This is an optimization exercise on Yosys and OpenROAD, whose aim is small area, a short achievable clock period and few clock cycles per item, not a production implementation. RTL that was checked went through simulation tests only; none was proved equivalent to the original. No functional check of the RTL was part of run 2. Power is estimated from default activity; no workload was simulated.

===== flow/config.mk =====
export PLATFORM = sky130hd
export DESIGN_NAME = frame_decoder
export DESIGN_NICKNAME = frame_decoder
export VERILOG_FILES = /design/flow/design.v
export SDC_FILE = /design/flow/constraint.sdc
export NUM_CORES = 4
export LEC_CHECK = 0
export CAP_MARGIN = 40
export CORE_MARGIN = 2
export CORE_UTILIZATION = 55
export CTS_BUF_LIST = sky130_fd_sc_hd__clkbuf_8
export PLACE_DENSITY = 0.65
export SLEW_MARGIN = 40

===== flow/constraint.sdc =====
create_clock -name core_clock -period 12.0 [get_ports {clk}]
set_input_delay 2.4000 -clock core_clock [delete_from_list [all_inputs] [get_ports {clk}]]
set_output_delay 2.4000 -clock core_clock [all_outputs]
set_load 0.01 [all_outputs]

===== flow/design.v =====
module crc64_nvme_byte (
    input  wire [63:0] crc_in,
    input  wire [7:0]  data,
    input  wire        hold,
    output wire [63:0] crc_out
);
    localparam [63:0] POLY_R = 64'h9A6C9329AC4BC9B5;
    reg [63:0] c;
    integer i;
    always @(*) begin
        c = {56'd0, (crc_in[7:0] ^ data) & {8{~hold}}};
        for (i = 0; i < 8; i = i + 1)
            c = (c >> 1) ^ (POLY_R & {64{c[0]}});
        c = c ^ {8'd0, crc_in[63:8]};
    end
    assign crc_out = c;
endmodule
module frame_decoder (
    input  wire        clk,
    input  wire        rst,           
    input  wire        cmd_valid,
    output reg         cmd_ready,
    input  wire [2:0]  cmd_op,
    input  wire [63:0] cmd_arg,
    output reg         rsp_valid,
    output wire [7:0]  rsp_status,
    output wire [7:0]  rsp_cause,
    output wire [63:0] rsp_result,
    input  wire        in_valid,
    output reg         in_ready,
    input  wire [7:0]  in_data,
    output wire        out_valid,
    input  wire        out_ready,
    output wire [7:0]  out_data
);
    localparam [2:0] OP_INIT     = 3'd0;
    localparam [2:0] OP_GET_LCS  = 3'd1;
    localparam [2:0] OP_GET_OFF  = 3'd2;
    localparam [2:0] OP_RESET    = 3'd3;
    localparam [2:0] OP_FINALIZE = 3'd4;
    localparam [5:0] C_BAD_VERSION     = 6'h11;
    localparam [5:0] C_LENGTH_MISMATCH = 6'h12;
    localparam [5:0] C_BAD_FLAGS       = 6'h13;
    localparam [5:0] C_ZERO_SEGMENTS   = 6'h14;
    localparam [5:0] C_SEQUENCE        = 6'h15;
    localparam [5:0] C_CONTENT_OVERRUN = 6'h16;
    localparam [5:0] C_PAST_END        = 6'h17;
    localparam [5:0] C_FINAL_OFFSET    = 6'h18;
    localparam [5:0] C_SEGMENT_CRC     = 6'h20;
    localparam [5:0] C_MESSAGE_CRC     = 6'h21;
    reg        valid;             
    reg        fault;
    reg [5:0]  fcause;            
    reg r_hdr, r_shdr, r_cont, r_sftr, r_mftr, r_fread, r_done;
    reg [63:0] xlen;              
    reg        crc_on;            
    reg [15:0] seg_count;         
    reg [63:0] offset;
    reg [15:0] seg_num;
    reg [63:0] seg_rem;           
    reg [63:0] seg_crc;           
    reg [63:0] msg_crc;
    reg [63:0] boundary;
    reg        has_b;             
    reg [15:0] b_seg_num;
    reg [63:0] b_msg_crc;
    reg [3:0]  pend_k;            
    reg        save;              
    reg [3:0]  hcnt;              
    reg        lastb;             
    reg        rem1;              
    reg        last_s;            
    reg        last_n;            
    reg        perr;              
    reg        len_nz;            
    reg [7:0]  pb;                
    reg [7:0]  bsel;              
    reg [1:0]  pbw;               
    reg        ovf;               
    reg [7:0]  e0;                
    reg        ez;                
    reg [7:0]  ob0, ob1;
    reg        ov0, ov1;
    reg        go_init, go_reset, go_fin, go_lcs;
    reg        pending;           
    reg        swapped;           
    reg [2:0]  st_r;
    reg [6:0]  ca_r;
    assign out_valid  = ov0;
    assign out_data   = ob0;
    assign rsp_status = {5'd0, st_r};
    assign rsp_cause  = {1'b0, ca_r};
    assign rsp_result = offset;
    wire take     = in_valid & in_ready;
    wire cmd_fire = cmd_valid & cmd_ready;
    wire footer   = r_sftr | r_mftr;
    wire tl       = take & lastb;             
    wire tc       = take & r_cont;            
    wire init_now = cmd_fire & (cmd_op == OP_INIT);
    wire slow_cmd = (cmd_op == OP_GET_LCS) | (cmd_op == OP_RESET);
    wire swap_bk  = swapped & rsp_valid;
    wire swap     = go_lcs | swap_bk;
    function gt8;
        input [7:0] a, b;
        reg g, e;
        integer i;
        begin
            g = 1'b0;
            e = 1'b1;
            for (i = 7; i >= 0; i = i - 1) begin
                g = g | (e & a[i] & ~b[i]);
                e = e & ~(a[i] ^ b[i]);
            end
            gt8 = g;
        end
    endfunction
    wire [63:0] off_k = offset + {60'd0, pend_k};
    wire [15:0] snp1   = seg_num + 16'd1;
    wire        x_hi0  = (xlen[63:5] == 59'd0);
    wire        x_lt13 = x_hi0 & (xlen[4:0] < 5'd13);
    wire        x_lt23 = x_hi0 & (xlen[4:0] < 5'd23);
    wire e_lt8  = ez & (e0 < 8'd8);
    wire e_lt10 = ez & (e0 < 8'd10);
    wire e_lt16 = ez & (e0 < 8'd16);
    wire e_lt18 = ez & (e0 < 8'd18);
    wire e_eq0  = ez & (e0 == 8'd0);
    wire e_eq16 = ez & (e0 == 8'd16);
    wire [63:0] seg_crc_nx, msg_crc_nx;
    crc64_nvme_byte u_seg_crc (.crc_in(seg_crc), .data(in_data), .hold(footer), .crc_out(seg_crc_nx));
    crc64_nvme_byte u_msg_crc (.crc_in(msg_crc), .data(in_data), .hold(footer), .crc_out(msg_crc_nx));
    reg        berr;
    reg [5:0]  bcode;
    always @(*) begin
        berr  = 1'b0;
        bcode = C_BAD_VERSION;
        if (r_hdr) begin
            if (hcnt == 4'd0) begin
                berr = (in_data != 8'd1);  bcode = C_BAD_VERSION;
            end else if (hcnt <= 4'd8) begin
                berr = (in_data != pb);    bcode = C_LENGTH_MISMATCH;
            end else if (hcnt == 4'd9) begin
                berr = (in_data[7:1] != 7'd0); bcode = C_BAD_FLAGS;
            end else if (hcnt == 4'd10) begin
                berr = (in_data != 8'd0);  bcode = C_BAD_FLAGS;
            end
        end else if (r_shdr) begin
            bcode = C_SEQUENCE;
            if (hcnt == 4'd0)      berr = (in_data != snp1[7:0]);
            else if (hcnt == 4'd1) berr = (in_data != snp1[15:8]);
        end else begin
            bcode = r_sftr ? C_SEGMENT_CRC : C_MESSAGE_CRC;
            berr  = (in_data != pb);
        end
    end
    wire       ovf_nx  = gt8(in_data, pb) | (ovf & (in_data == pb));
    wire [7:0] pbo     = pb - {7'd0, ovf};
    wire       e_byte0 = (in_data == pbo);
    wire [7:0] e_byte  = pbo - in_data;
    wire       nz_nx   = len_nz | (in_data != 8'd0);
    wire       zero_c  = (seg_count[7:0] == 8'd0) & (in_data == 8'd0);
    wire       ez_z    = ez & (pbo == 8'd0);
    wire       ez_lt8  = ez_z & (e0 < 8'd8);
    wire       ez_lt10 = ez_z & (e0 < 8'd10);
    wire       ez_eq0  = ez_z & (e0 == 8'd0);
    reg  [7:0] x_byte, o_byte;
    integer bi;
    always @(*) begin
        x_byte = 8'd0;
        o_byte = 8'd0;
        for (bi = 0; bi < 8; bi = bi + 1) begin
            x_byte = x_byte | (xlen[8 * bi +: 8] & {8{bsel[bi]}});
            o_byte = o_byte | (offset[8 * bi +: 8] & {8{bsel[bi]}});
        end
        o_byte = o_byte & {8{~r_hdr}};
    end
    wire       pb_first = r_shdr & (hcnt == 4'd1);
    wire [1:0] pbw_in  = (r_shdr & !pb_first) ? pbw : 2'd0;
    wire [9:0] pb_sub  = {2'd0, x_byte} - {2'd0, o_byte} - (pb_first ? 10'd10 : {8'd0, pbw_in});
    wire [1:0] pbw_nx  = pb_sub[9] ? (pb_sub[8] ? 2'd1 : 2'd2) : 2'd0;
    wire f_cont = rem1 & (crc_on ? e_lt8 : (last_s ? !e_eq0 : e_lt10));
    wire f_hdr  = perr | zero_c | x_lt23;
    wire f_shdr = perr | ovf_nx |
                  (!nz_nx & (crc_on ? ez_lt8 : (last_n ? !ez_eq0 : ez_lt10)));
    wire f_sftr = perr | berr | (last_s ? e_lt16 : e_lt18);
    wire f_mftr = perr | berr | !e_eq16;
    wire fault_now = (tc & f_cont) |
                     (tl & ((r_hdr & f_hdr) | (r_shdr & f_shdr) |
                            (r_sftr & f_sftr) | (r_mftr & f_mftr)));
    wire n_fault = !go_init & (fault | fault_now);
    wire n_valid = valid | go_init;
    reg [5:0] n_fcause;
    always @(*) begin
        n_fcause = fcause;
        if (tc)
            n_fcause = (crc_on | !last_s) ? C_PAST_END : C_FINAL_OFFSET;
        else if (take & !lastb) begin
            if (!perr) n_fcause = bcode;
        end else if (tl) begin
            if (r_hdr)
                n_fcause = perr ? fcause : zero_c ? C_ZERO_SEGMENTS : C_PAST_END;
            else if (r_shdr)
                n_fcause = perr ? fcause : ovf_nx ? C_CONTENT_OVERRUN :
                           (crc_on | !last_n) ? C_PAST_END : C_FINAL_OFFSET;
            else if (r_sftr)
                n_fcause = (perr | berr) ? C_SEGMENT_CRC : C_PAST_END;
            else
                n_fcause = (perr | berr) ? C_MESSAGE_CRC : C_FINAL_OFFSET;
        end
    end
    reg        n_hdr, n_shdr, n_cont, n_sftr, n_mftr, n_fread, n_done;
    always @(*) begin
        {n_hdr, n_shdr, n_cont, n_sftr, n_mftr, n_fread, n_done} =
            {r_hdr, r_shdr, r_cont, r_sftr, r_mftr, r_fread, r_done};
        if (go_init) begin
            {n_hdr, n_shdr, n_cont, n_sftr, n_mftr, n_fread, n_done} = 7'b1000000;
        end else if (go_reset) begin
            if (!has_b)
                {n_hdr, n_shdr, n_cont, n_sftr, n_mftr, n_fread, n_done} = 7'b1000000;
            else if (b_seg_num < seg_count)
                {n_hdr, n_shdr, n_cont, n_sftr, n_mftr, n_fread, n_done} = 7'b0100000;
            else if (crc_on)
                {n_hdr, n_shdr, n_cont, n_sftr, n_mftr, n_fread, n_done} = 7'b0000100;
            else
                {n_hdr, n_shdr, n_cont, n_sftr, n_mftr, n_fread, n_done} = 7'b0000010;
        end else if (go_fin) begin
            {n_hdr, n_shdr, n_cont, n_sftr, n_mftr, n_fread, n_done} = 7'b0000001;
        end else if (tc) begin
            if (rem1) begin
                n_cont = 1'b0;
                if (crc_on)      n_sftr  = 1'b1;
                else if (last_s) n_fread = 1'b1;
                else             n_shdr  = 1'b1;
            end
        end else if (tl) begin
            if (r_hdr) begin
                n_hdr = 1'b0; n_shdr = 1'b1;
            end else if (r_shdr) begin
                n_shdr = 1'b0;
                if (nz_nx)       n_cont  = 1'b1;
                else if (crc_on) n_sftr  = 1'b1;
                else if (last_n) n_fread = 1'b1;
                else             n_shdr  = 1'b1;
            end else if (r_sftr) begin
                n_sftr = 1'b0;
                if (last_s) n_mftr = 1'b1;
                else        n_shdr = 1'b1;
            end else begin
                n_mftr = 1'b0; n_fread = 1'b1;
            end
        end
    end
    wire n_takes = n_hdr | n_shdr | n_cont | n_sftr | n_mftr;
    wire step_ok = r_hdr  ? !(perr | zero_c | x_lt13) :
                   r_shdr ? !(perr | ovf_nx) :
                            !(perr | berr);
    wire n_save  = (tc & rem1 & !crc_on) |
                   (tl & step_ok & (r_sftr | (r_shdr & !nz_nx & !crc_on)));
    wire push  = tc;
    wire pop   = ov0 & out_ready;
    wire n_ov0 = ov1 | push | (ov0 & !pop);
    wire n_ov1 = ov1 ? !pop : (push & ov0 & !pop);
    always @(posedge clk) begin
        if (rst) begin
            valid     <= 1'b0;
            fault     <= 1'b0;
            in_ready  <= 1'b0;
            ov0       <= 1'b0;
            ov1       <= 1'b0;
            cmd_ready <= 1'b1;
            go_init   <= 1'b0;
            go_reset  <= 1'b0;
            go_fin    <= 1'b0;
            go_lcs    <= 1'b0;
            pending   <= 1'b0;
            swapped   <= 1'b0;
            rsp_valid <= 1'b0;
            pend_k    <= 4'd0;
            save      <= 1'b0;
        end else begin
            valid     <= n_valid;
            fault     <= n_fault;
            in_ready  <= n_valid & !n_fault & n_takes & !(n_ov0 & n_ov1);
            ov0       <= n_ov0;
            ov1       <= n_ov1;
            cmd_ready <= !cmd_fire;
            go_init   <= cmd_fire & (cmd_op == OP_INIT);
            go_reset  <= cmd_fire & (cmd_op == OP_RESET) & valid & !fault;
            go_fin    <= cmd_fire & (cmd_op == OP_FINALIZE) & valid & !fault & (r_fread | r_done);
            go_lcs    <= cmd_fire & (cmd_op == OP_GET_LCS) & valid;
            pending   <= (cmd_fire & slow_cmd) | ((cmd_fire | pending) & n_ov0);
            rsp_valid <= ((cmd_fire & !slow_cmd) | pending) & !n_ov0;
            swapped   <= go_lcs | (swapped & !rsp_valid);
            pend_k    <= tc ? 4'd1 : !(tl & step_ok) ? 4'd0 :
                         r_hdr ? 4'd13 : r_shdr ? 4'd10 : 4'd8;
            save      <= n_save;
        end
    end
    always @(posedge clk) begin
        fcause <= n_fcause;
        {r_hdr, r_shdr, r_cont, r_sftr, r_mftr, r_fread, r_done} <=
            {n_hdr, n_shdr, n_cont, n_sftr, n_mftr, n_fread, n_done};
        if (!ov0 | pop) ob0 <= ov1 ? ob1 : in_data;
        if (push) ob1 <= in_data;
        if (cmd_fire) begin
            st_r <= 3'd0;
            ca_r <= 7'd0;
            if (cmd_op == OP_INIT) xlen <= cmd_arg;
            if (cmd_op > OP_FINALIZE) begin
                st_r <= 3'd5; ca_r <= 7'h50;
            end else if (cmd_op == OP_INIT) begin
            end else if (!valid) begin
                st_r <= 3'd6; ca_r <= 7'h60;
            end else if (cmd_op == OP_GET_LCS || cmd_op == OP_GET_OFF) begin
            end else if (fault) begin
                st_r <= 3'd7; ca_r <= {1'b0, fcause};
            end else if (cmd_op == OP_FINALIZE && !(r_fread | r_done)) begin
                st_r <= 3'd3; ca_r <= 7'h30;
            end
        end
        offset <= init_now ? 64'd0 : (go_reset | swap) ? boundary : off_k;
        if (go_init | swap | save)
            boundary <= go_init ? 64'd0 : off_k;
        if (go_init | save)
            has_b <= !go_init;
        if (save) begin
            b_seg_num <= seg_num;
            b_msg_crc <= msg_crc;
        end
        if (go_reset | (take & (r_hdr | (r_shdr & lastb))))
            seg_num <= go_reset ? b_seg_num : r_hdr ? 16'd0 : snp1;
        last_n <= (snp1 == seg_count);
        if (go_reset)
            last_s <= (b_seg_num == seg_count);
        else if (take & r_shdr & lastb)
            last_s <= last_n;
        if (take & r_hdr & (hcnt == 4'd9))  crc_on <= in_data[0];
        if (take & r_hdr & (hcnt == 4'd11)) seg_count[7:0] <= in_data;
        if (take & r_hdr & (hcnt == 4'd12)) seg_count[15:8] <= in_data;
        if (go_init | go_reset) begin
            hcnt  <= 4'd0;
            lastb <= 1'b0;
            perr  <= 1'b0;
        end else if (take) begin
            if (lastb | r_cont) begin
                hcnt  <= 4'd0;
                lastb <= 1'b0;
                perr  <= 1'b0;
            end else begin
                hcnt  <= hcnt + 4'd1;
                lastb <= (r_hdr & (hcnt == 4'd11)) | (r_shdr & (hcnt == 4'd8)) |
                         (footer & (hcnt == 4'd6));
                perr  <= perr | berr;
            end
        end
        if (take) begin
            seg_rem <= r_cont ? seg_rem - 64'd1 : {in_data, seg_rem[63:8]};
            rem1    <= r_cont ? (seg_rem == 64'd2) :
                       ((in_data == 8'd0) & (seg_rem[63:16] == 48'd0) & (seg_rem[15:8] == 8'd1));
            len_nz  <= (r_shdr & (hcnt >= 4'd2)) & nz_nx;
            ovf     <= (r_shdr & (hcnt >= 4'd2)) & ovf_nx;
            pbw     <= pbw_nx;
        end
        if (go_reset)
            pb <= ~b_msg_crc[7:0];
        else if (take) begin
            if (r_hdr | (r_shdr & !lastb))       pb <= pb_sub[7:0];
            else if (r_shdr)                     pb <= 8'h00;
            else if (r_cont | (r_sftr & !lastb)) pb <= ~seg_crc_nx[7:0];
            else if (r_sftr)                     pb <= ~msg_crc[7:0];
            else                                 pb <= ~msg_crc_nx[7:0];
        end
        if (go_init | go_reset)
            bsel <= 8'd1;
        else if (take)
            bsel <= (r_shdr & (hcnt == 4'd0)) ? 8'd1 : {bsel[6:0], bsel[7]};
        if (take & r_shdr & (hcnt == 4'd2)) e0 <= e_byte;
        if (take & r_shdr & (hcnt >= 4'd2))
            ez <= (ez | (hcnt == 4'd2)) & ((hcnt == 4'd2) | e_byte0);
        if (take & (r_shdr | r_cont | r_sftr))
            seg_crc <= r_shdr ? {64{1'b1}} : seg_crc_nx;
        if (go_reset | (take & (r_hdr | r_cont | r_mftr)))
            msg_crc <= go_reset ? b_msg_crc : r_hdr ? {64{1'b1}} : msg_crc_nx;
    end
endmodule

===== flow/flow/run.sh =====
#!/bin/bash
# The standard layout (the standard.sh, unchanged synthesis), with two
# settings changed: timing repair aims at a setup slack of 8.0 ns instead of 0,
# so the layout reaches a shorter period, and the buffer put on every port is
# a buf_2 instead of the delay cell the resizer picks by default. Each ORFS
# step writes its own log under orfs/logs; make's output goes to the logs
# named below.
set -euo pipefail
bash standard.sh synth > synth_make.log 2>&1
bash standard.sh SETUP_SLACK_MARGIN=8.0 "BUFFER_PORTS_ARGS=-buffer_cell sky130_fd_sc_hd__buf_2" finish > layout_make.log 2>&1

===== flow/standard.sh =====
#!/bin/bash
# synth_recipe.tcl (not shown) runs the flow's synth.tcl, then flattens the netlist and writes it again
# the make line also repeats each setting of config.mk as NAME=value (left out here)
make -C /OpenROAD-flow-scripts/flow DESIGN_CONFIG=/design/flow/config.mk WORK_HOME=/design/flow/orfs CLKGATE_MAP_FILE= SYNTH_SCRIPT=/design/flow/synth_recipe.tcl "${@:-finish}"

==> flow_metrics.env, run 1 <==
export IMPL_hold_depth=2
export IMPL_critPathRequiredTime_ns=12.44
export IMPL_synthDistinctLibCells=85
export IMPL_synth_enable_flop_cells=489
export IMPL_row_count=86
export IMPL_final_max_slew_viol_count=0
export IMPL_vias=22500
export IMPL_ant_nets=0
export IMPL_power_density_nw_per_um2=149
export IMPL_status="timing/DRC/antenna clean"
export IMPL_layout_nets=3157
export IMPL_ys_seq_elements=593
export IMPL_core_region_area_um2=55100
export IMPL_yosys_area_top_type="edfxtp_1"
export IMPL_grt_max_degree=112
export IMPL_r2r_cells=13
export IMPL_post_route_util=0.658
export IMPL_initial_core_util=0.556
export IMPL_cp_max_fo=4
export IMPL_die_y_um=240
export IMPL_numClockSinks=593
export IMPL_layout_drive_gt1_share=0.194
export IMPL_peakVddDrop_uv=97.9
export IMPL_arrival_ns=4.57
export IMPL_internal_power_w=0.00381
export IMPL_fin_skew_ns=0.0225
export IMPL_cts_tree="yes"
export IMPL_dpl_hpwl_mm=54.3
export IMPL_p_sw_w=0.00158
export IMPL_antenna_found_initial=5
export IMPL_area_growth_synth_to_final_pct=18.2
export IMPL_io_pins=172
export IMPL_synth_top_area_share=0.479
export IMPL_yosysSeqAreaShare=0.547
export IMPL_routed_wl_met3_mm=5.94
export IMPL_clock_power_share=0.325
export IMPL_synth_top_cells_by_count="489 x edfxtp_1, 298 x nor2_1, 289 x xnor2_1"
export IMPL_stdcell_area_um2=36200
export IMPL_cts_root_buf="clkbuf_8"
export IMPL_fmax_ghz=0.242
export IMPL_swShare=0.293
export IMPL_clkSlewWorstSetupHoldPaths_ns=0.06
export IMPL_maxCapViolCount=0
export IMPL_worst_pin_slew_ns=0.882
export IMPL_placed_area_um2=32600
export IMPL_wl_met1_mm=36.3
export IMPL_synth_most_common_cell="edfxtp_1"
export IMPL_first_pass_iters=8
export IMPL_slew_headroom=0.409
export IMPL_avgRoutedWirePerCell_um=21.6
export IMPL_cts_made_buffers=101
export IMPL_period_share=0.345
export IMPL_track_usage=0.285
export IMPL_end_kind="flip-flop"
export IMPL_clk_path_buf_depth=3
export IMPL_finalCriticalPeriod_ns=4.13
export IMPL_power_frac_seq=0.443
export IMPL_ys_warn_count=2
export IMPL_grt_overflow=0
export IMPL_p_leak_nw=13.2
export IMPL_power_w=0.00539
export IMPL_fillers=4285
export IMPL_wl_mm=83.1
export IMPL_syn_avg_cell_area_um2=11.0
export IMPL_viasPerCell=5.85
export IMPL_insertion_delay_ns=0.70
export IMPL_synthCells=2776
export IMPL_power_frac_comb=0.233
export IMPL_crit_path_start_kind="input pin"
export IMPL_port_buffers=165
export IMPL_setup_viol=0
export IMPL_hold_slack_ns=0.455
export IMPL_place_congestion=0.920
export IMPL_grt_first_pass_wirelength_mm=126
export IMPL_netlist_top_cells_area="edfxtp_1 48%, xnor2_1 8.3%, dfxtp_1 6.8%"
export IMPL_rsz0062_at_grt="true"
export IMPL_ys_async_sr_fraction=0
export IMPL_dr_wl_met2_mm=38.6
export IMPL_syn_area_um2=30700
export IMPL_crit_type="in -> reg"
export IMPL_route_detailed_drc=0
export IMPL_synthFlopType="edfxtp_1"
export IMPL_htree_num_levels=3
export IMPL_hold_class="reg -> reg"
export IMPL_top_layer="met5"
export IMPL_setup_tns_ns=0
export IMPL_dieArea_um2=57600
export IMPL_fp_dieW_um=240
export IMPL_hold_violations=0
export IMPL_first_global_vias=21900
export IMPL_drt_iter0_drc=2078
## metal layers
metal,global-route usage,vias up
met2,0.443,854
met4,0.0902,2
li1,-,10500
met3,0.0567,175
met1,0.405,11000
met5,0,-
## placed cells by master (no fill, tap or decap), drive strengths merged, types with 13 or more instances in the layout
master,Yosys,final
edfxtp,489,489
nor2,299,299
xnor2,296,296
buf,33,276
nand2,196,196
a21oi,183,183
xor2,141,141
inv,96,125
clkbuf,112,108
o21ai,106,106
dfxtp,104,104
a22oi,74,74
nor3,62,62
nor2b,59,59
ha,53,53
nand3,51,51
nor4,47,47
clkinv,2,44
nand4,43,43
a211oi,35,35
nand2b,30,30
or3,21,21
or2,20,20
and2,16,16
xnor3,16,16
or4,14,14
and3,14,14
a31oi,13,13
## logic make-up (layout without fill, tap and decap cells)
group,count (synthesis),count (layout),synth area share
compound gates,515,515,0.105
flops,593,593,0.547
mux,7,7,0.00249
xor+xnor,456,456,0.145
fa+ha+maj,58,58,0.0246
simple gates,903,903,0.143
buf+inv,243,561,0.0321
other cells,1,9,0.000122
## critical path: stages
cell and delay (ns):
buf_16 0.13, xnor2_4 0.29, buf_6 0.16, xnor2_2 0.15
xor2_2 0.19, and2_4 0.20, xnor3_2 0.38, xnor2_2 0.16
o2111a_1 0.24, a211o_1 0.27
## power by group through the flow
stage	sequential, W	combinational, W	clock [W]
final	0.00239	0.00125	0.00175
after global routing	0.00239	0.00135	0.00187
after CTS	0.00238	0.00113	0.00179
after detailed placement	0.00242	0.00100	0
after global placement	0.00242	0.000981	0
after floorplan	0.00240	0.000753	0
## path summary, 6_finish.rpt
check	startpoint	end	slack [ns]
hold reg to reg	go_lcs	swapped	0.46
setup / recovery	in_data[0]	pb[2]	7.87
setup reg to reg	bsel[1]	pb[7]	8.15
hold / removal	go_lcs	swapped	0.46
## per-stage QoR
| stage | instances | setup WS, ns |
|---|---|---|
| 2_1_floorplan | 2781 | 7.19 |
| 3_3_place_gp | 3575 | 6.29 |
| 3_5_place_dp | 3575 | 6.24 |
| 4_1_cts | 3811 | 7.92 |
| 5_1_grt | 3850 | 7.83 |
| 6_report | 3850 | 7.87 |
## state kept, by name, summed over array words and instances (netlist names), 6 cells and up
name / flops
b_msg_crc: 64
b_seg_num: 16
boundary: 64
bsel: 8
ca_r: 7
e0: 8
fcause: 6
msg_crc: 64
ob0: 8
ob1: 8
offset: 64
pb: 8
seg_count: 16
seg_crc: 64
seg_num: 16
seg_rem: 64
xlen: 64
## what timing repair did
action	in CTS	in global routing
hold buffers	0	0
buffers inserted	53	33
gates cloned	1	3
resized for setup	80	78
pin swaps	36	51
endpoints found under the setup margin	172	118
## cell type report
| cell class | count | area [µm²] | share of cell area |
|---|---|---|---|
| clock inverters | 78 | 480 | 0.0133 |
| repair buffers | 280 | 2060 | 0.0568 |
| inverters | 98 | 400 | 0.0110 |
| diodes | 3 | 7.51 | 0.000207 |
| clock buffers | 104 | 1430 | 0.0395 |
| repair inverters | 1 | 5.00 | 0.000138 |
| multi-input cells | 1945 | 14100 | 0.390 |
| flip-flops and latches | 593 | 16800 | 0.463 |
| well taps | 748 | 936 | 0.0258 |
Testbench counts, summed over its fixed seeds: cycles 55,012, items 54,500.
==> run 2: changes to the inputs <==
--- a/flow/design.v
+++ b/flow/design.v
@@ -59,7 +59,9 @@
     reg [15:0] seg_num;
     reg [63:0] seg_rem;           
     reg [63:0] seg_crc;           
-    reg [63:0] msg_crc;
+    reg [63:0] msg_crc;           
+    reg [7:0]  dr;                
+    reg        p_hdr, p_shdr, p_cont, p_sftr, p_mftr;    
     reg [63:0] boundary;
     reg        has_b;             
     reg [15:0] b_seg_num;
@@ -126,8 +128,10 @@
     wire e_eq0  = ez & (e0 == 8'd0);
     wire e_eq16 = ez & (e0 == 8'd16);
     wire [63:0] seg_crc_nx, msg_crc_nx;
-    crc64_nvme_byte u_seg_crc (.crc_in(seg_crc), .data(in_data), .hold(footer), .crc_out(seg_crc_nx));
-    crc64_nvme_byte u_msg_crc (.crc_in(msg_crc), .data(in_data), .hold(footer), .crc_out(msg_crc_nx));
+    crc64_nvme_byte u_seg_crc (.crc_in(seg_crc), .data(dr), .hold(p_sftr), .crc_out(seg_crc_nx));
+    crc64_nvme_byte u_msg_crc (.crc_in(msg_crc), .data(dr), .hold(p_mftr), .crc_out(msg_crc_nx));
+    wire [7:0]  seg_now = p_shdr ? 8'hff : (p_cont | p_sftr) ? seg_crc_nx[7:0] : seg_crc[7:0];
+    wire [7:0]  msg_now = p_hdr  ? 8'hff : (p_cont | p_mftr) ? msg_crc_nx[7:0] : msg_crc[7:0];
     reg        berr;
     reg [5:0]  bcode;
     always @(*) begin
@@ -149,7 +153,7 @@
             else if (hcnt == 4'd1) berr = (in_data != snp1[15:8]);
         end else begin
             bcode = r_sftr ? C_SEGMENT_CRC : C_MESSAGE_CRC;
-            berr  = (in_data != pb);
+            berr  = (in_data != ~(r_sftr ? seg_now : msg_now));
         end
     end
     wire       ovf_nx  = gt8(in_data, pb) | (ovf & (in_data == pb));
@@ -360,15 +364,7 @@
             ovf     <= (r_shdr & (hcnt >= 4'd2)) & ovf_nx;
             pbw     <= pbw_nx;
         end
-        if (go_reset)
-            pb <= ~b_msg_crc[7:0];
-        else if (take) begin
-            if (r_hdr | (r_shdr & !lastb))       pb <= pb_sub[7:0];
-            else if (r_shdr)                     pb <= 8'h00;
-            else if (r_cont | (r_sftr & !lastb)) pb <= ~seg_crc_nx[7:0];
-            else if (r_sftr)                     pb <= ~msg_crc[7:0];
-            else                                 pb <= ~msg_crc_nx[7:0];
-        end
+        if (take) pb <= pb_sub[7:0];
         if (go_init | go_reset)
             bsel <= 8'd1;
         else if (take)
@@ -376,9 +372,12 @@
         if (take & r_shdr & (hcnt == 4'd2)) e0 <= e_byte;
         if (take & r_shdr & (hcnt >= 4'd2))
             ez <= (ez | (hcnt == 4'd2)) & ((hcnt == 4'd2) | e_byte0);
-        if (take & (r_shdr | r_cont | r_sftr))
-            seg_crc <= r_shdr ? {64{1'b1}} : seg_crc_nx;
-        if (go_reset | (take & (r_hdr | r_cont | r_mftr)))
-            msg_crc <= go_reset ? b_msg_crc : r_hdr ? {64{1'b1}} : msg_crc_nx;
+        if (take) dr <= in_data;
+        {p_hdr, p_shdr, p_cont, p_sftr, p_mftr} <=
+            {5{take}} & {r_hdr, r_shdr, r_cont, r_sftr, r_mftr};
+        if (p_shdr | p_cont | p_sftr)
+            seg_crc <= p_shdr ? {64{1'b1}} : seg_crc_nx;
+        if (go_reset | p_hdr | p_cont | p_mftr)
+            msg_crc <= go_reset ? b_msg_crc : p_hdr ? {64{1'b1}} : msg_crc_nx;
     end
 endmodule
==> run 2 against run 1 <==
  * Design area is 1.1% lower
  * Critical path type unchanged
  * Hold slack better by 0.012 ns
  * Flip-flop and latch count rose by 13
  * Critical endpoint is now fcause[1]
  * Synthesized cell count increased by 1.1%
==> flow_metrics.env, run 2 <==
export IMPL_setup_viol=0
export IMPL_area_growth_synth_to_final_pct=14.9
export IMPL_ys_warn_count=2
export IMPL_power_density_nw_per_um2=140
export IMPL_synth_most_common_cell="edfxtp_1"
export IMPL_io_pins=172
export IMPL_min_from="msg_crc[62]"
export IMPL_rsz0062_at_grt="true"
export IMPL_max_stage_delay_ns=0.27
export IMPL_synth_enable_flop_cells=497
export IMPL_vias=22900
export IMPL_numClockSinks=606
export IMPL_worst_pin_slew_ns=0.900
export IMPL_ys_seq_elements=606
export IMPL_cp_max_fo=12
export IMPL_place_congestion=0.931
export IMPL_reg2reg_to="fcause[1]"
export IMPL_end_kind="flip-flop"
export IMPL_drt_iter0_drc=1908
export IMPL_fp_dieW_um=242
export IMPL_insertion_delay_ns=0.70
export IMPL_r2r_cells=17
export IMPL_period_share=0.353
export IMPL_r2r_slack_ns=7.86
export IMPL_critPathRequiredTime_ns=12.53
export IMPL_synth_top_cells_by_count="497 x edfxtp_1, 344 x nor2_1, 295 x xnor2_1"
export IMPL_finalCriticalPeriod_ns=4.24
export IMPL_worst_slack_ns=7.76
export IMPL_r2r_start="seg_crc[0]"
export IMPL_layout_drive_gt1_share=0.163
export IMPL_grt_overflow=0
export IMPL_p_leak_nw=12.9
export IMPL_netlist_top_cells_area="edfxtp_1 48%, xnor2_1 8.3%, dfxtp_1 7.0%"
export IMPL_synth_top_area_share=0.478
export IMPL_layout_common_cells="497 x edfxtp_1, 337 x nor2_1, 279 x xnor2_1, 157 x buf_2, 147 x xor2_1"
export IMPL_fillers=4546
export IMPL_grt_first_pass_wirelength_mm=130
export IMPL_layout_nets=3141
export IMPL_track_usage=0.280
export IMPL_syn_avg_cell_area_um2=11.1
export IMPL_first_pass_iters=6
export IMPL_cts_hold_fix_buffers=0
export IMPL_avgRoutedWirePerCell_um=21.7
export IMPL_first_global_vias=22700
export IMPL_dpl_hpwl_mm=55.5
export IMPL_cts_tree="yes"
export IMPL_fmax_ghz=0.236
export IMPL_htree_num_levels=3
export IMPL_wl_mm=83.3
export IMPL_initial_core_util=0.555
export IMPL_crit_path_start_kind="input pin"
export IMPL_cts_root_buf="clkbuf_8"
export IMPL_critPathLaunch="in_data[3]"
export IMPL_critPathCapture="fcause[1]"
export IMPL_crit_type="in -> reg"
export IMPL_viasPerCell=5.97
export IMPL_hold_violations=0
export IMPL_syn_area_um2=31200
export IMPL_post_route_util=0.637
export IMPL_port_buffers=165
export IMPL_dpl_worst_slack_ns=6.12
export IMPL_arrival_ns=4.76
export IMPL_die_y_um=242
export IMPL_grt_max_degree=101
export IMPL_dieArea_um2=58700
export IMPL_yosys_area_top_type="edfxtp_1"
export IMPL_clkSlewWorstSetupHoldPaths_ns=0.06
export IMPL_hold_class="reg -> reg"
export IMPL_core_region_area_um2=56300
export IMPL_synthCells=2807
export IMPL_antenna_found_initial=1
export IMPL_status="timing/DRC/antenna clean"
export IMPL_critical_path_slowest_cell="nor4_4"
export IMPL_maxCapViolCount=0
export IMPL_slew_headroom=0.399
export IMPL_cts_made_buffers=104
export IMPL_row_count=87
export IMPL_fin_skew_ns=0.0377
export IMPL_mostFrequentLayoutCell="edfxtp_1"
export IMPL_synthDistinctLibCells=81
export IMPL_route_detailed_drc=0
export IMPL_ys_async_sr_fraction=0
export IMPL_clk_path_buf_depth=3
export IMPL_ant_nets=0
export IMPL_final_max_slew_viol_count=0
export IMPL_synthFlopType="edfxtp_1"
export IMPL_peakVddDrop_uv=126
export IMPL_yosysSeqAreaShare=0.548
export IMPL_crit_chain="buf_6 > nor4_4 > nand2_1 > a21oi_1 > or3_1 > a21oi_1 > o221ai_1 > nand4b_1 > buf_6 > a21oi_4 > buf_4 > ha_2 > nand2b_1 > a21o_1 > nand2b_1 > a31oi_1"
export IMPL_setup_tns_ns=0
run 2: layout make-up:
type / count / area, µm² / share of cell area
sequential: 606 / 17100 / 0.478
multi-input combinational: 1987 / 13800 / 0.385
timing repair buffer: 226 / 1520 / 0.0424
inverter: 79 / 322 / 0.00897
antenna: 1 / 2.50 / 0.0000698
tap: 756 / 946 / 0.0264
clock inverter: 73 / 583 / 0.0163
clock buffer: 112 / 1540 / 0.0430
run 2: power by group:
part           leakage (nW)  switching [W]  internal, W
clock                  1.20       0.000873      0.00107
sequential             5.40       0.000104      0.00236
combinational          6.27       0.000347     0.000273
total                  12.9        0.00132      0.00370
run 2: logic make-up (layout without fill, tap and decap cells):
kind of cell,after synthesis,after routing,synth area share
and+or+nand+nor,922,922,0.144
DFF,606,606,0.548
xor gates and xnor gates,462,462,0.136
other,1,7,0.000120
adders and majority gates,59,59,0.0245
buffers and inverters,219,490,0.0271
muxes,16,16,0.00597
AOI/OAI and AO/OA,522,522,0.114
run 2: worst min path at each step:
stage | end | depth (start not counted)
2_1_floorplan | b_seg_num[8] | 0
3_3_place_gp | b_msg_crc[61] | 0
3_5_place_dp | b_msg_crc[55] | 0
4_1_cts | b_msg_crc[43] | 0
5_1_grt | b_msg_crc[62] | 0
6_report | b_msg_crc[62] | 0
run 2: what timing repair did:
item | in CTS | in global routing
gates resized for setup | 77 | 31
buffers inserted | 24 | 9
pin swaps | 14 | 16
cloned | 3 | 0
setup endpoints to repair | 113 | 80
run 2: per-layer routing:
layer / global-route usage / routed length, µm
met5: 0 / 0
met4: 0.0960 / 2510
met3: 0.0426 / 5560
met2: 0.469 / 40600
met1: 0.374 / 34700
run 2: stage by stage:
step                      std cells  area [µm²]  hold slack (ns)  total power, W
after CTS                      3830       35600            0.472         0.00505
after global placement         3618       32700            0.450         0.00307
after detailed placement       3618       32800            0.458         0.00309
after floorplan                2812       31300            0.424         0.00288
after global routing           3840       35900            0.482         0.00522
final                          3840       35900            0.468         0.00503
run 2: critical path, delay by kind of cell:
kind | cells | cell delay (ns)
compound gates | 6 | 0.87
simple gates | 6 | 0.85
buf+inv | 3 | 0.45
fa+ha+maj | 1 | 0.17
==> run 3: changes to the inputs <==
--- a/flow/design.v
+++ b/flow/design.v
@@ -181,36 +181,46 @@
     wire [1:0] pbw_in  = (r_shdr & !pb_first) ? pbw : 2'd0;
     wire [9:0] pb_sub  = {2'd0, x_byte} - {2'd0, o_byte} - (pb_first ? 10'd10 : {8'd0, pbw_in});
     wire [1:0] pbw_nx  = pb_sub[9] ? (pb_sub[8] ? 2'd1 : 2'd2) : 2'd0;
+    wire flag   = r_hdr ? zero_c : r_shdr ? ovf_nx : berr;
+    wire f_reg  = perr | (r_hdr ? x_lt23 : r_shdr ? 1'b0 :
+                          r_sftr ? (last_s ? e_lt16 : e_lt18) : !e_eq16);
+    wire f_ez   = r_shdr & (crc_on ? ez_lt8 : (last_n ? !ez_eq0 : ez_lt10));
     wire f_cont = rem1 & (crc_on ? e_lt8 : (last_s ? !e_eq0 : e_lt10));
-    wire f_hdr  = perr | zero_c | x_lt23;
-    wire f_shdr = perr | ovf_nx |
-                  (!nz_nx & (crc_on ? ez_lt8 : (last_n ? !ez_eq0 : ez_lt10)));
-    wire f_sftr = perr | berr | (last_s ? e_lt16 : e_lt18);
-    wire f_mftr = perr | berr | !e_eq16;
-    wire fault_now = (tc & f_cont) |
-                     (tl & ((r_hdr & f_hdr) | (r_shdr & f_shdr) |
-                            (r_sftr & f_sftr) | (r_mftr & f_mftr)));
+    wire fault_now = (tc & f_cont) | (tl & (f_reg | flag | (f_ez & !nz_nx)));
     wire n_fault = !go_init & (fault | fault_now);
     wire n_valid = valid | go_init;
-    reg [5:0] n_fcause;
+    reg [5:0] c_set, c_clr;       
     always @(*) begin
-        n_fcause = fcause;
-        if (tc)
-            n_fcause = (crc_on | !last_s) ? C_PAST_END : C_FINAL_OFFSET;
-        else if (take & !lastb) begin
-            if (!perr) n_fcause = bcode;
-        end else if (tl) begin
-            if (r_hdr)
-                n_fcause = perr ? fcause : zero_c ? C_ZERO_SEGMENTS : C_PAST_END;
-            else if (r_shdr)
-                n_fcause = perr ? fcause : ovf_nx ? C_CONTENT_OVERRUN :
-                           (crc_on | !last_n) ? C_PAST_END : C_FINAL_OFFSET;
-            else if (r_sftr)
-                n_fcause = (perr | berr) ? C_SEGMENT_CRC : C_PAST_END;
-            else
-                n_fcause = (perr | berr) ? C_MESSAGE_CRC : C_FINAL_OFFSET;
+        c_set = fcause;
+        c_clr = fcause;
+        if (r_cont) begin
+            c_set = (crc_on | !last_s) ? C_PAST_END : C_FINAL_OFFSET;
+            c_clr = c_set;
+        end else if (!lastb) begin
+            if (!perr) begin c_set = bcode; c_clr = bcode; end
+        end else if (r_hdr) begin
+            if (!perr) begin c_set = C_ZERO_SEGMENTS; c_clr = C_PAST_END; end
+        end else if (r_shdr) begin
+            if (!perr) begin
+                c_set = C_CONTENT_OVERRUN;
+                c_clr = (crc_on | !last_n) ? C_PAST_END : C_FINAL_OFFSET;
+            end
+        end else if (r_sftr) begin
+            c_set = C_SEGMENT_CRC;
+            c_clr = perr ? C_SEGMENT_CRC : C_PAST_END;
+        end else begin
+            c_set = C_MESSAGE_CRC;
+            c_clr = perr ? C_MESSAGE_CRC : C_FINAL_OFFSET;
         end
     end
+    wire [5:0] n_fcause = take ? (flag ? c_set : c_clr) : fcause;
+    reg  run;
+    wire b_lt_c   = (b_seg_num < seg_count);
+    wire stop_now = (tc & rem1 & !crc_on & last_s) |
+                    (tl & (r_mftr | (r_shdr & !crc_on & last_n & !nz_nx)));
+    wire n_run    = go_init ? 1'b1 :
+                    go_reset ? !(has_b & !b_lt_c & !crc_on) :
+                    run & !(fault_now | stop_now);
     reg        n_hdr, n_shdr, n_cont, n_sftr, n_mftr, n_fread, n_done;
     always @(*) begin
         {n_hdr, n_shdr, n_cont, n_sftr, n_mftr, n_fread, n_done} =
@@ -220,7 +230,7 @@
         end else if (go_reset) begin
             if (!has_b)
                 {n_hdr, n_shdr, n_cont, n_sftr, n_mftr, n_fread, n_done} = 7'b1000000;
-            else if (b_seg_num < seg_count)
+            else if (b_lt_c)
                 {n_hdr, n_shdr, n_cont, n_sftr, n_mftr, n_fread, n_done} = 7'b0100000;
             else if (crc_on)
                 {n_hdr, n_shdr, n_cont, n_sftr, n_mftr, n_fread, n_done} = 7'b0000100;
@@ -253,10 +263,7 @@
             end
         end
     end
-    wire n_takes = n_hdr | n_shdr | n_cont | n_sftr | n_mftr;
-    wire step_ok = r_hdr  ? !(perr | zero_c | x_lt13) :
-                   r_shdr ? !(perr | ovf_nx) :
-                            !(perr | berr);
+    wire step_ok = !(perr | flag | (r_hdr & x_lt13));
     wire n_save  = (tc & rem1 & !crc_on) |
                    (tl & step_ok & (r_sftr | (r_shdr & !nz_nx & !crc_on)));
     wire push  = tc;
@@ -268,6 +275,7 @@
             valid     <= 1'b0;
             fault     <= 1'b0;
             in_ready  <= 1'b0;
+            run       <= 1'b0;
             ov0       <= 1'b0;
             ov1       <= 1'b0;
             cmd_ready <= 1'b1;
@@ -283,7 +291,8 @@
         end else begin
             valid     <= n_valid;
             fault     <= n_fault;
-            in_ready  <= n_valid & !n_fault & n_takes & !(n_ov0 & n_ov1);
+            run       <= n_run;
+            in_ready  <= n_run & !(n_ov0 & n_ov1);
             ov0       <= n_ov0;
             ov1       <= n_ov1;
             cmd_ready <= !cmd_fire;
==> run 3 against run 2 <==
  * Global-route usage fell by 0.38 points
  * Synthesized area fell by 0.49%
  * Via count fell by 2.6%
  * Design area fell by 1.1%
  * Critical path depth fell by 15
==> flow_metrics.env, run 3 <==
export IMPL_ys_seq_elements=607
export IMPL_r2r_cells=13
export IMPL_setup_viol=0
export IMPL_insertion_delay_ns=0.72
export IMPL_viasPerCell=5.82
export IMPL_reg2reg_to="fcause[0]"
export IMPL_r2r_start="dr[6]"
export IMPL_status="timing/DRC/antenna clean"
export IMPL_area_growth_synth_to_final_pct=14.2
export IMPL_min_from="msg_crc[61]"
export IMPL_hold_class="reg -> reg"
export IMPL_fp_dieW_um=242
export IMPL_layout_drive_gt1_share=0.164
export IMPL_slew_headroom=0.424
export IMPL_critPathRequiredTime_ns=9.60
export IMPL_core_region_area_um2=56100
export IMPL_syn_area_um2=31100
export IMPL_ys_warn_count=2
export IMPL_hold_depth=0
export IMPL_synthFlopType="edfxtp_1"
export IMPL_antenna_found_initial=3
export IMPL_p_leak_nw=12.8
export IMPL_ant_nets=0
export IMPL_synth_most_common_cell="edfxtp_1"
export IMPL_clkSlewWorstSetupHoldPaths_ns=0.06
export IMPL_mostFrequentLayoutCell="edfxtp_1"
export IMPL_finalCriticalPeriod_ns=3.95
export IMPL_drt_iter0_drc=2094
export IMPL_grt_overflow=0
export IMPL_setup_tns_ns=0
export IMPL_maxCapViolCount=0
export IMPL_port_buffers=165
export IMPL_synth_top_area_share=0.481
export IMPL_cp_max_fo=5
export IMPL_grt_max_degree=96
export IMPL_syn_avg_cell_area_um2=11.2
export IMPL_hold_violations=0
export IMPL_ys_async_sr_fraction=0
export IMPL_arrival_ns=1.55
export IMPL_crit_path_start_kind="flip-flop"
export IMPL_r2r_slack_ns=8.12
export IMPL_cpLargestDelayFamily="flip-flops"
export IMPL_route_detailed_drc=0
export IMPL_place_congestion=0.884
export IMPL_whs_endpoint="b_msg_crc[61]"
export IMPL_first_pass_iters=6
export IMPL_crit_chain="buf_2"
export IMPL_cts_tree="yes"
export IMPL_initial_core_util=0.554
export IMPL_fmax_ghz=0.253
export IMPL_die_y_um=242
export IMPL_vias=22300
export IMPL_cts_made_buffers=102
export IMPL_max_stage_delay_ns=0.60
export IMPL_dieArea_um2=58400
export IMPL_grt_first_pass_wirelength_mm=126
export IMPL_htree_num_levels=3
export IMPL_peakVddDrop_uv=97.8
export IMPL_synth_top_cells_by_count="497 x edfxtp_1, 352 x nor2_1, 288 x xnor2_1"
export IMPL_end_kind="output port"
export IMPL_dpl_worst_slack_ns=7.18
export IMPL_clk_path_buf_depth=3
export IMPL_final_max_slew_viol_count=0
export IMPL_yosys_area_top_type="edfxtp_1"
export IMPL_worst_slack_ns=8.05
export IMPL_synthDistinctLibCells=87
export IMPL_cts_root_buf="clkbuf_8"
export IMPL_power_density_nw_per_um2=148
export IMPL_cts_hold_fix_buffers=0
export IMPL_synthCells=2779
export IMPL_first_global_vias=21600
export IMPL_track_usage=0.276
export IMPL_io_pins=172
export IMPL_worst_pin_slew_ns=0.861
export IMPL_crit_type="reg -> out"
export IMPL_rsz0062_at_grt="true"
export IMPL_layout_common_cells="497 x edfxtp_1, 342 x nor2_1, 281 x xnor2_1, 164 x a21oi_1, 159 x buf_2"
export IMPL_yosysSeqAreaShare=0.552
export IMPL_fin_skew_ns=0.0356
export IMPL_period_share=0.329
export IMPL_row_count=87
export IMPL_netlist_top_cells_area="edfxtp_1 48%, xnor2_1 8.1%, dfxtp_1 7.1%"
export IMPL_critical_path_slowest_cell="dfxtp_1"
export IMPL_cp_num_buf_inv=1
export IMPL_wl_mm=82.7
export IMPL_numClockSinks=607
export IMPL_layout_nets=3132
export IMPL_avgRoutedWirePerCell_um=21.6
export IMPL_synth_enable_flop_cells=497
export IMPL_dpl_hpwl_mm=55.6
-- run 3: report_power, final --
group          switching (W)  internal (W)
clock               0.000866      0.000966
combinational       0.000491      0.000390
sequential          0.000133       0.00240
-- run 3: layout make-up --
type	instances	area (µm²)
Antenna cell	2	5.00
Clock buffer	119	1640
Clock inverter	68	374
Fill cell	4552	20600
Inverter	78	332
Multi-Input combinational cell	1968	13600
Sequential cell	607	17100
Tap cell	756	946
Timing Repair Buffer	237	1440
Timing Repair inverter	1	16.3
-- run 3: timing repair --
| action | 4_1_cts | 5_1_grt |
|---|---|---|
| setup endpoints to repair | 20 | 100 |
| gates cloned | 1 | 1 |
| buffers inserted | 10 | 39 |
| gates resized for setup | 22 | 45 |
| endpoints found under the hold margin | 0 | 0 |
| pin swaps | 9 | 20 |
-- run 3: logic make-up after synthesis --
| family | count (synthesis) | synth area share |
|---|---|---|
| xor gates and xnor gates | 461 | 0.140 |
| other | 1 | 0.000121 |
| muxes | 4 | 0.00137 |
| buffers and inverters | 210 | 0.0264 |
| adders and majority gates | 58 | 0.0243 |
| AOI/OAI and AO/OA | 494 | 0.104 |
| and+or+nand+nor | 944 | 0.153 |
| DFF | 607 | 0.552 |
-- run 3: per-layer routing --
| metal | track usage | part of all wire |
|---|---|---|
| met5 | 0 | 0.00021 |
| met4 | 0.0784 | 0.026 |
| met3 | 0.0628 | 0.071 |
| met2 | 0.437 | 0.47 |
| met1 | 0.384 | 0.44 |
-- run 3: how the worst max path moves through the flow --
stage | end | startpoint | depth (start not counted)
2_1_floorplan | fcause[3] | in_data[7] | 9
3_3_place_gp | xlen[37] | cmd_op[1] | 7
3_5_place_dp | in_ready | in_data[2] | 8
4_1_cts | fcause[3] | dr[2] | 11
5_1_grt | in_ready | dr[6] | 11
6_report | in_ready | in_ready | 1
-- run 3: stage by stage --
| stage | cells | total power, W | hold slack (ns) | util | instance area [µm²] |
|---|---|---|---|---|---|
| 3_5_place_dp | 3596 | 0.00343 | 0.451 | 0.583 | 32700 |
| 4_1_cts | 3794 | 0.00526 | 0.462 | 0.623 | 34900 |
| 3_3_place_gp | 3596 | 0.00340 | 0.446 | 0.582 | 32600 |
| 6_report | 3836 | 0.00525 | 0.468 | 0.633 | 35500 |
| 2_1_floorplan | 2784 | 0.00316 | 0.437 | - | 31200 |
| 5_1_grt | 3836 | 0.00547 | 0.468 | 0.633 | 35500 |
Testbench counts of run 3, summed over its fixed seeds: cycles 55,012, items 54,500.
==> run 4: changes to the inputs <==
--- a/flow/config.mk
+++ b/flow/config.mk
@@ -5,9 +5,10 @@
 export SDC_FILE = /design/flow/constraint.sdc
 export NUM_CORES = 4
 export LEC_CHECK = 0
+export ABC_AREA = 1
 export CAP_MARGIN = 40
 export CORE_MARGIN = 2
-export CORE_UTILIZATION = 55
+export CORE_UTILIZATION = 65
 export CTS_BUF_LIST = sky130_fd_sc_hd__clkbuf_8
-export PLACE_DENSITY = 0.65
+export PLACE_DENSITY = 0.72
 export SLEW_MARGIN = 40
==> run 4 against run 3 <==
  * Synthesized area up 6.3%
  * Clock skew fell by 0.0052 ns
  * Design area grew 4.9%
  * Still clean on timing, DRC and antenna
  * Total power is 9.7% lower
  * Critical path depth stayed put
  * Sequential share of layout area is 2.3 points lower
  * Die area decreased by 9.9%
  * Non-clock buffer count shrank 12
  * Wire length up 16%
  * Sequential power shrank 4%
  * Highest routed layer is now met4
==> flow_metrics.env, run 4 <==
export IMPL_initial_core_util=0.658
export IMPL_drt_iter0_drc=3347
export IMPL_finalCriticalPeriod_ns=3.92
export IMPL_seq_area_um2=17100
export IMPL_layout_drive_gt1_share=0.151
export IMPL_power_frac_comb=0.107
export IMPL_numClockSinks=607
export IMPL_row_count=82
export IMPL_grt_max_degree=78
export IMPL_mostFrequentLayoutCell="nand2_1"
export IMPL_cp_max_fo=6
export IMPL_ys_warn_count=2
export IMPL_stdcell_area_um2=37200
export IMPL_swShare=0.274
export IMPL_critical_path_slowest_cell="dfxtp_1"
export IMPL_crit_path_start_kind="flip-flop"
export IMPL_yosys_area_top_type="edfxtp_1"
export IMPL_power_density_nw_per_um2=127
export IMPL_avgRoutedWirePerCell_um=20.7
export IMPL_slew_headroom=0.435
export IMPL_yosysSeqAreaShare=0.519
export IMPL_htree_num_levels=3
export IMPL_max_stage_delay_ns=0.57
export IMPL_first_global_vias=26900
export IMPL_synth_mux_area_frac=0
export IMPL_io_pins=172
export IMPL_first_pass_iters=6
export IMPL_clock_power_share=0.380
export IMPL_synth_top_family_by_area="simple AND/OR/NAND/NOR gates"
export IMPL_dpl_hpwl_mm=68.7
export IMPL_track_usage=0.359
export IMPL_layout_common_cells="617 x nand2_1, 569 x inv_1, 497 x edfxtp_1, 303 x nor2_1, 209 x xor2_1"
export IMPL_route_detailed_drc=0
export IMPL_min_from="seg_num[4]"
export IMPL_place_congestion=1.00
export IMPL_fp_dieW_um=229
export IMPL_rsz0062_at_grt="true"
export IMPL_area_growth_synth_to_final_pct=12.7
export IMPL_cts_hold_fix_buffers=0
export IMPL_crit_chain="buf_2"
export IMPL_setup_tns_ns=0
export IMPL_maxCapViolCount=0
export IMPL_dieArea_um2=52600
export IMPL_placed_area_um2=34600
export IMPL_synthDistinctLibCells=68
export IMPL_yosys_area_share_simple=0.207
export IMPL_cpLargestDelayFamily="flip-flops"
export IMPL_fin_skew_ns=0.0303
export IMPL_status="timing/DRC/antenna clean"
export IMPL_cp_depth=1
export IMPL_r2r_cells=17
export IMPL_critPathCapture="rsp_result[56]"
export IMPL_peakVddDrop_uv=139
export IMPL_hold_violations=0
export IMPL_synth_top_area_share=0.452
export IMPL_multi_input_area_um2=13700
export IMPL_netlist_top_cells_area="edfxtp_1 45%, nand2_1 7.1%, dfxtp_1 6.7%"
export IMPL_r2r_slack_ns=8.13
export IMPL_setup_viol=0
export IMPL_clk_path_buf_depth=3
export IMPL_diodes=0
export IMPL_p_leak_nw=15.7
export IMPL_period_share=0.326
export IMPL_power_frac_seq=0.513
export IMPL_hold_class="reg -> reg"
export IMPL_internal_power_w=0.00344
export IMPL_die_y_um=229
export IMPL_antenna_found_initial=0
export IMPL_reg2reg_to="fcause[5]"
export IMPL_ant_nets=0
export IMPL_vias=27700
export IMPL_p_sw_w=0.00130
export IMPL_synth_xor_area_share=0.0738
export IMPL_cts_made_buffers=100
export IMPL_grt_first_pass_wirelength_mm=148
export IMPL_synth_top_cells_by_count="625 x nand2_1, 543 x inv_1, 497 x edfxtp_1"
export IMPL_synthFlopType="edfxtp_1"
export IMPL_r2r_start="dr[3]"
export IMPL_core_region_area_um2=50200
export IMPL_wl_mm=95.6
export IMPL_critPathRequiredTime_ns=9.60
export IMPL_arrival_ns=1.52
export IMPL_syn_area_um2=33000
export IMPL_synthAdderAreaFrac=0.0225
export IMPL_grt_overflow=0
export IMPL_ys_seq_elements=607
export IMPL_synth_compound_area_frac=0.100
export IMPL_viasPerCell=6.00
export IMPL_critPathLaunch="offset[56]"
export IMPL_layout_nets=4006
export IMPL_end_kind="output port"
export IMPL_fillers=3619
export IMPL_ys_async_sr_fraction=0
export IMPL_cts_tree="yes"
export IMPL_syn_avg_cell_area_um2=9.09
export IMPL_clkSlewWorstSetupHoldPaths_ns=0.06
export IMPL_cp_num_buf_inv=1
export IMPL_synthCells=3632
export IMPL_port_buffers=165
export IMPL_insertion_delay_ns=0.74
export IMPL_crit_type="reg -> out"
export IMPL_synth_enable_flop_cells=497
export IMPL_cts_root_buf="clkbuf_8"
export IMPL_final_max_slew_viol_count=0
export IMPL_synth_most_common_cell="nand2_1"
export IMPL_fmax_ghz=0.255
export IMPL_worst_pin_slew_ns=0.846
## run 4: cell count changes after synthesis, moves of 66 or more
cell / previous run / this run
o211ai_1: 2 / 68
xnor2_1: 288 / 55
a22oi_1: 74 / 3
nand2b_1: 73 / 0
o21ai_0: 65 / 167
nor2b_1: 78 / 0
nand2_1: 124 / 625
inv_1: 73 / 543
nand3_1: 49 / 205
## run 4: repair_timing
action	4_1_cts	5_1_grt
gates resized for setup	14	48
setup buffers	5	38
endpoints found under the hold margin	0	0
endpoints found under the setup margin	18	31
pin swaps	2	20
## run 4: worst min-delay path by stage
stage | to | slack (ns) | cells after the start
3_5_place_dp | b_seg_num[4] | 0.44 | 0
4_1_cts | b_msg_crc[41] | 0.45 | 0
2_1_floorplan | b_seg_num[4] | 0.43 | 0
5_1_grt | b_seg_num[4] | 0.47 | 0
3_3_place_gp | b_seg_num[4] | 0.44 | 0
6_report | b_seg_num[4] | 0.45 | 0
## run 4: layout make-up
class	count	share of cell area
clock buffers	112	0.0414
clock inverters	71	0.0112
inverters	575	0.0593
multi-input cells	2360	0.369
flip-flops and latches	607	0.461
well taps	672	0.0226
repair buffers	225	0.0359
## run 4: through the flow
stage | std cells | power [W] | utilization | hold slack [ns] | worst slack (ns)
after floorplan | 3637 | 0.00275 | - | 0.426 | 7.68
after global placement | 4394 | 0.00292 | 0.689 | 0.436 | 7.30
after detailed placement | 4396 | 0.00294 | 0.690 | 0.445 | 7.18
after CTS | 4584 | 0.00471 | 0.731 | 0.454 | 8.00
after global routing | 4622 | 0.00489 | 0.742 | 0.473 | 7.92
final | 4622 | 0.00474 | 0.742 | 0.455 | 8.08
## run 4: power by group through the flow
stage                     Combinational (W)  Sequential (W)  Clock, W
after floorplan                    0.000339         0.00241         0
after global placement             0.000455         0.00246         0
after detailed placement           0.000475         0.00246         0
after CTS                          0.000483         0.00242   0.00181
after global routing               0.000556         0.00243   0.00190
final                              0.000508         0.00243   0.00180
## run 4: logic make-up (layout without fill, tap and decap cells)
kind of cell             count (synthesis)  in the layout
adder cells (fa/ha/maj)                 57             57
other                                    1              6
XOR/XNOR                               272            272
flip-flops                             607            607
AND/OR/NAND/NOR                       1474           1474
buffers and inverters                  670            983
AO/OA/AOI/OAI                          551            551
## run 4: metal layers
| layer | up-vias | global-route usage | wire length (µm) |
|---|---|---|---|
| met5 | - | 0 | 0 |
| met4 | 0 | 0.155 | 3950 |
| met3 | 248 | 0.0594 | 8420 |
| met2 | 1494 | 0.563 | 43900 |
| met1 | 13200 | 0.499 | 39300 |
| li1 | 12800 | - | - |
==> run 5: changes to the inputs <==
--- a/flow/config.mk
+++ b/flow/config.mk
@@ -5,7 +5,6 @@
 export SDC_FILE = /design/flow/constraint.sdc
 export NUM_CORES = 4
 export LEC_CHECK = 0
-export ABC_AREA = 1
 export CAP_MARGIN = 40
 export CORE_MARGIN = 2
 export CORE_UTILIZATION = 65
==> run 5 against run 4 <==
  * Register-to-register slack worse by 0.06 ns
  * Synthesized area down 5.9%
  * Global-route usage down 3.8 points
  * Highest routed layer is now met5
  * Sequential share of layout area up 3.1 points
  * Maximum frequency decreased by 1.2%
  * Via count shrank 19%
  * Count of clock-buffer cells in the layout shrank 4
  * Still clean
  * Final cell count down 20%
  * Wire length is 16% lower
  * Sequential power is 4% higher
  * Total power rose by 8.6%
==> flow_metrics.env, run 5 <==
export IMPL_status="timing/DRC/antenna clean"
export IMPL_synthFlopType="edfxtp_1"
export IMPL_hold_class="reg -> reg"
export IMPL_row_count=80
export IMPL_r2r_cells=11
export IMPL_ys_async_sr_fraction=0
export IMPL_place_congestion=0.914
export IMPL_synth_mux_area_frac=0.00137
export IMPL_max_stage_delay_ns=0.34
export IMPL_crit_path_start_kind="input pin"
export IMPL_r2r_slack_ns=8.07
export IMPL_critPathRequiredTime_ns=12.45
export IMPL_finalCriticalPeriod_ns=3.97
export IMPL_critPathLaunch="in_data[0]"
export IMPL_drt_iter0_drc=2297
export IMPL_synthDistinctLibCells=87
export IMPL_initial_core_util=0.654
export IMPL_ant_nets=0
export IMPL_port_buffers=165
export IMPL_cp_max_fo=15
export IMPL_crit_chain="clkbuf_4 > nand2_1 > maj3_2 > o211ai_1 > a211oi_2 > a22o_1 > a31oi_4 > a2111oi_2 > a311o_1"
export IMPL_worst_pin_slew_ns=0.818
export IMPL_cts_root_buf="clkbuf_8"
export IMPL_cts_tree="yes"
export IMPL_synth_top_family_by_area="simple AND/OR/NAND/NOR gates"
export IMPL_mostFrequentLayoutCell="edfxtp_1"
export IMPL_dieArea_um2=49500
export IMPL_period_share=0.330
export IMPL_arrival_ns=4.42
export IMPL_die_y_um=223
export IMPL_core_region_area_um2=47400
export IMPL_yosys_area_top_type="edfxtp_1"
export IMPL_peakVddDrop_uv=112
export IMPL_yosysSeqAreaShare=0.552
export IMPL_setup_viol=0
export IMPL_end_kind="flip-flop"
export IMPL_grt_first_pass_wirelength_mm=124
export IMPL_synth_xor_area_share=0.140
export IMPL_crit_type="in -> reg"
export IMPL_setup_tns_ns=0
export IMPL_synthCells=2779
export IMPL_grt_util_met3=0.0610
export IMPL_yosys_area_share_simple=0.153
export IMPL_hold_violations=0
export IMPL_dpl_worst_slack_ns=7.23
export IMPL_critPathCapture="fcause[3]"
export IMPL_critical_path_slowest_cell="a31oi_4"
export IMPL_syn_avg_cell_area_um2=11.2
export IMPL_synthAdderAreaFrac=0.0243
export IMPL_final_max_slew_viol_count=0
export IMPL_p_leak_nw=12.6
export IMPL_cts_made_buffers=99
export IMPL_layout_nets=3112
export IMPL_wl_mm=80.5
export IMPL_avgRoutedWirePerCell_um=21.9
export IMPL_clkSlewWorstSetupHoldPaths_ns=0.07
export IMPL_route_detailed_drc=0
export IMPL_reg2reg_to="fcause[3]"
export IMPL_io_pins=172
export IMPL_slew_headroom=0.451
export IMPL_synth_enable_flop_cells=497
export IMPL_numClockSinks=607
export IMPL_syn_area_um2=31100
export IMPL_rsz0062_at_grt="true"
export IMPL_clk_path_buf_depth=3
export IMPL_track_usage=0.321
export IMPL_synth_compound_area_frac=0.104
export IMPL_layout_drive_gt1_share=0.153
export IMPL_synth_top_area_share=0.481
export IMPL_dpl_hpwl_mm=54.7
export IMPL_fp_dieW_um=223
export IMPL_hold_slack_ns=0.459
export IMPL_viasPerCell=6.13
export IMPL_insertion_delay_ns=0.72
export IMPL_power_density_nw_per_um2=147
export IMPL_grt_max_degree=94
export IMPL_synth_top_cells_by_count="497 x edfxtp_1, 352 x nor2_1, 288 x xnor2_1"
export IMPL_netlist_top_cells_area="edfxtp_1 48%, xnor2_1 8.1%, dfxtp_1 7.1%"
export IMPL_fin_skew_ns=0.0457
export IMPL_cts_hold_fix_buffers=0
export IMPL_post_route_util=0.735
export IMPL_layout_common_cells="497 x edfxtp_1, 347 x nor2_1, 283 x xnor2_1, 164 x a21oi_1, 161 x buf_2"
export IMPL_antenna_found_initial=5
export IMPL_htree_num_levels=3
export IMPL_r2r_start="dr[2]"
export IMPL_ys_warn_count=2
export IMPL_ys_seq_elements=607
export IMPL_first_global_vias=21900
export IMPL_maxCapViolCount=0
export IMPL_vias=22600
export IMPL_first_pass_iters=6
export IMPL_grt_busiest_layer="met2"
export IMPL_worst_slack_ns=8.03
export IMPL_grt_overflow=0
export IMPL_grt_use_met2=0.520
export IMPL_grtUsageMet1=0.435
export IMPL_fmax_ghz=0.252
export IMPL_area_growth_synth_to_final_pct=12.4
export IMPL_synth_most_common_cell="edfxtp_1"
[run 5: cell types whose count changed in the layout (fill, tap and decap cells not counted), moves of 72 or more]
| cell | delta |
|---|---|
| nand2_1 | -496 |
| inv_1 | -455 |
| xnor2_1 | +228 |
| nor2b_1 | +76 |
| nand2b_1 | +72 |
| o21ai_0 | -103 |
| nand3_1 | -149 |
[run 5: cell families (layout without fill, tap and decap cells)]
kind of cell | after synthesis | count (layout)
XOR/XNOR | 461 | 461
multiplexers | 4 | 4
AO/OA/AOI/OAI | 494 | 494
buffers and inverters | 210 | 484
other | 1 | 10
adder cells (fa/ha/maj) | 58 | 58
flip-flops | 607 | 607
AND/OR/NAND/NOR | 944 | 944
[run 5: report_power, final]
part	total (W)	internal [W]	switching, W
registers	0.00253	0.00240	0.000131
logic	0.000889	0.000388	0.000501
clock network	0.00172	0.000874	0.000849
total	0.00514	0.00366	0.00148
[run 5: per-layer routing]
| metal | part of all wire | wire length, µm |
|---|---|---|
| met1 | 0.41 | 33000 |
| met2 | 0.48 | 38400 |
| met3 | 0.082 | 6620 |
| met4 | 0.031 | 2480 |
| met5 | 0.00016 | 13 |
[run 5: layout make-up]
cell class	count	area (µm²)
clock buffer	108	1490
multi-input combinational	1967	13500
sequential	607	17100
antenna	4	10.0
tap	615	769
fill	3346	12600
timing repair inverter	1	11.3
inverter	78	332
timing repair buffer	221	1290
clock inverter	76	392
[run 5: timing repair]
item / 4_1_cts / 5_1_grt
gates cloned: 0 / 1
endpoints found under the setup margin: 19 / 96
setup buffers: 7 / 23
resized for setup: 13 / 32
pin swaps: 5 / 10
[run 5: through the flow]
stage	cells	instance area, µm²	total power, W
2_1_floorplan	2784	31200	0.00316
5_1_grt	3677	34900	0.00533
3_5_place_dp	3457	32500	0.00342
3_3_place_gp	3457	32500	0.00340
4_1_cts	3648	34500	0.00514
6_report	3677	34900	0.00514
[run 5: worst min-delay path by stage]
| stage | from | slack, ns | cells past startpoint | to |
|---|---|---|---|---|
| global route | msg_crc[59] | 0.47 | 0 | b_msg_crc[59] |
| global placement | go_lcs | 0.45 | 2 | swapped |
| CTS | msg_crc[59] | 0.46 | 0 | b_msg_crc[59] |
| floorplan | msg_crc[31] | 0.44 | 0 | b_msg_crc[31] |
| finish | msg_crc[61] | 0.46 | 0 | b_msg_crc[61] |
| detailed placement | msg_crc[25] | 0.46 | 0 | b_msg_crc[25] |
[run 5: critical path: cells and delay by family]
kind,cells,cell delay [ns]
compound gates,6,1.31
fa+ha+maj,1,0.30
simple gates,1,0.10
buf+inv,1,0.29

## static timing again, ports no longer ideal
How much do the figures lean on ideal ports? The routed layouts below were timed once more, with nothing changed but the port constraints. Step 1, drivers: a clkbuf_16 drives clk and a buf_2 each remaining input, both assumed. Step 2 times the ports against the registers' clock, not the clock port: input delays grow and output delays shrink by t, the midpoint of the rising clock arrivals with the driver on. a / b / c = no drivers / after step 1 / after step 2; a / b = the first two.
| run | shift t [ns] | setup WS [ns] | latest minus earliest clock arrival (ns) |
|---|---|---|---|
| run 1 | 0.752 | 7.866 / 7.733 / 6.981 | 0.022 / 0.022 |
| run 2 | 0.738 | 7.764 / 7.710 / 6.973 | 0.038 / 0.039 |
| run 3 | 0.765 | 8.050 / 7.987 / 7.326 | 0.036 / 0.036 |
| run 4 | 0.784 | 8.084 / 8.025 / 7.358 | 0.032 / 0.032 |
| run 5 | 0.746 | 8.035 / 8.065 / 7.318 | 0.053 / 0.053 |
After both steps every run listed still meets setup and hold. For run 1, which loses most, drivers alone change the setup slack by -0.133 ns; drivers and shift together by -0.885 ns.
